Source: an optimization exercise on an open RTL-to-GDS flow (aim: small area). Production flows keep margins and buffers that such runs may drop. Only simulation tests tie the RTL to the original design; equivalence was not proved. Power and IR drop assume default switching activity.

==> flow/design.v (excerpt) <==
module weird64 (
    input  wire        clk,
    input  wire        rst,
    input  wire        bus_valid,
    input  wire        bus_write,
    input  wire [7:0]  bus_addr,
    input  wire [2:0]  bus_size,
    input  wire [31:0] bus_wdata,
    output reg  [31:0] bus_rdata,
    output wire        bus_err,
    output wire        irq
);
Size: ~3100 cells after synthesis, about 81 I/O pins.
Settings: LEC_CHECK=0, CAP_MARGIN=20, CELL_PAD_IN_SITES_DETAIL_PLACEMENT=1, CELL_PAD_IN_SITES_GLOBAL_PLACEMENT=1, CORE_MARGIN=2, CORE_UTILIZATION=40, GPL_TIMING_DRIVEN=0, SLEW_MARGIN=20, SYNTH_HIERARCHICAL=1; clock period 15.0 ns.
standard.sh (not shown) runs the stock make flow with config.mk's settings and CLKGATE_MAP_FILE= SYNTH_SCRIPT=/design/flow/synth_recipe.tcl, a recipe that flattens the netlist after the stock synthesis.
==> flow/flow/run.sh <==
#!/bin/bash
# The standard layout (standard.sh: the standard flow's synthesis, floorplan, placement,
# CTS, routing), with two changes passed to the ORFS scripts:
# - the port buffers are the smallest buffer cell (buf_1) rather than the one
#   buffer_ports picks by default;
# - CTS inserts no dummy loads and uses clkbuf_8 buffers.
# The whole make output goes to flow_make.log in this folder; each ORFS step
# also keeps its own log under orfs/logs/.
set -euo pipefail
export BUFFER_PORTS_ARGS="-buffer_cell sky130_fd_sc_hd__buf_1"
export CTS_ARGS="-sink_clustering_enable -repair_clock_nets -dont_use_dummy_load -buf_list sky130_fd_sc_hd__clkbuf_16 -sink_clustering_size 28 -sink_clustering_max_diameter 90"
bash standard.sh > flow_make.log 2>&1
Edit:
Settings changed: GPL_TIMING_DRIVEN 0 to unset.
Effect: The new run ran to the end with no violations; routed wire length came out higher by 3.4%; critical path depth falls by 2; setup slack improved by 0.90 ns; clock-buffer cell count goes up by 2; area after synthesis stays the same; total power came out higher by 0.54%; clock skew went up by 0.017 ns; fmax rose by 8.2%.
Edit:
--- a/flow/flow/run.sh
+++ b/flow/flow/run.sh
@@ -9,4 +9,4 @@
 set -euo pipefail
 export BUFFER_PORTS_ARGS="-buffer_cell sky130_fd_sc_hd__buf_1"
-export CTS_ARGS="-sink_clustering_enable -repair_clock_nets -dont_use_dummy_load -buf_list sky130_fd_sc_hd__clkbuf_16 -sink_clustering_size 28 -sink_clustering_max_diameter 90"
+export CTS_ARGS="-sink_clustering_enable -repair_clock_nets -dont_use_dummy_load -buf_list sky130_fd_sc_hd__clkbuf_16 -sink_clustering_size 22 -sink_clustering_max_diameter 80"
 bash standard.sh > flow_make.log 2>&1
The new run went through all stages and came out clean.
Die area stays the same.
Cell area increases by 0.75%.
Area after synthesis stays the same.
Setup slack is worse by 0.0082 ns.
Via count increases by 0.36%.
Sequential cell count stays the same.
Edit:
--- a/flow/flow/run.sh
+++ b/flow/flow/run.sh
@@ -9,4 +9,4 @@
 set -euo pipefail
 export BUFFER_PORTS_ARGS="-buffer_cell sky130_fd_sc_hd__buf_1"
-export CTS_ARGS="-sink_clustering_enable -repair_clock_nets -dont_use_dummy_load -buf_list sky130_fd_sc_hd__clkbuf_16 -sink_clustering_size 22 -sink_clustering_max_diameter 80"
+export CTS_ARGS="-sink_clustering_enable -repair_clock_nets -dont_use_dummy_load -buf_list sky130_fd_sc_hd__clkbuf_16 -sink_clustering_size 28 -sink_clustering_max_diameter 90"
 bash standard.sh > flow_make.log 2>&1
Settings changed: PLACE_DENSITY set to 0.8.
What happened: The new run finished clean; cell area fell by 1.2%; final cell count fell by 0.81%; synthesized area does not change; die area is unchanged.
Edit:
--- a/flow/flow/run.sh
+++ b/flow/flow/run.sh
@@ -9,4 +9,4 @@
 set -euo pipefail
 export BUFFER_PORTS_ARGS="-buffer_cell sky130_fd_sc_hd__buf_1"
-export CTS_ARGS="-sink_clustering_enable -repair_clock_nets -dont_use_dummy_load -buf_list sky130_fd_sc_hd__clkbuf_16 -sink_clustering_size 28 -sink_clustering_max_diameter 90"
+export CTS_ARGS="-sink_clustering_enable -repair_clock_nets -dont_use_dummy_load -buf_list sky130_fd_sc_hd__clkbuf_8 -sink_clustering_size 14 -sink_clustering_max_diameter 50"
 bash standard.sh > flow_make.log 2>&1
Settings changed: PLACE_DENSITY 0.8 to unset.
Setup slack gets worse by 0.28 ns.
Non-clock buffer count rose by 19.
Global-route usage rose by 2.9 points.
Area after synthesis is unchanged.
Via count stays flat.
Fmax fell by a few percent.

## re-timing with driven ports
The results above use ideal ports. As a check the final layouts listed here were re-extracted and re-timed, cells and wires unchanged. Step 1: set_driving_cell puts a clkbuf_16 on clk and a buf_2 on each other input, an assumption about the parent block. Step 2 times the ports against the registers' clock, not the clock port: input delays grow and output delays shrink by t, the midpoint of the rising clock arrivals with the driver on. Three values: no drivers, after step 1, after step 2; two values: the first two.
run | t (ns) | slack for setup (ns) | clock arrival spread, ns
the first run | 0.745 | 3.041 / 2.916 / 2.916 | 0.088 / 0.088
the second run | 0.764 | 3.945 / 3.922 / 3.922 | 0.105 / 0.104
the third run | 0.725 | 3.937 / 3.914 / 3.914 | 0.078 / 0.077
the fourth run | 0.728 | 4.163 / 4.124 / 4.124 | 0.128 / 0.127
the fifth run | 0.909 | 3.885 / 3.861 / 3.861 | 0.103 / 0.104
After both steps every run listed still meets setup and hold. For the first run, which loses most, drivers alone change the setup slack by -0.125 ns; drivers and shift together by -0.125 ns.
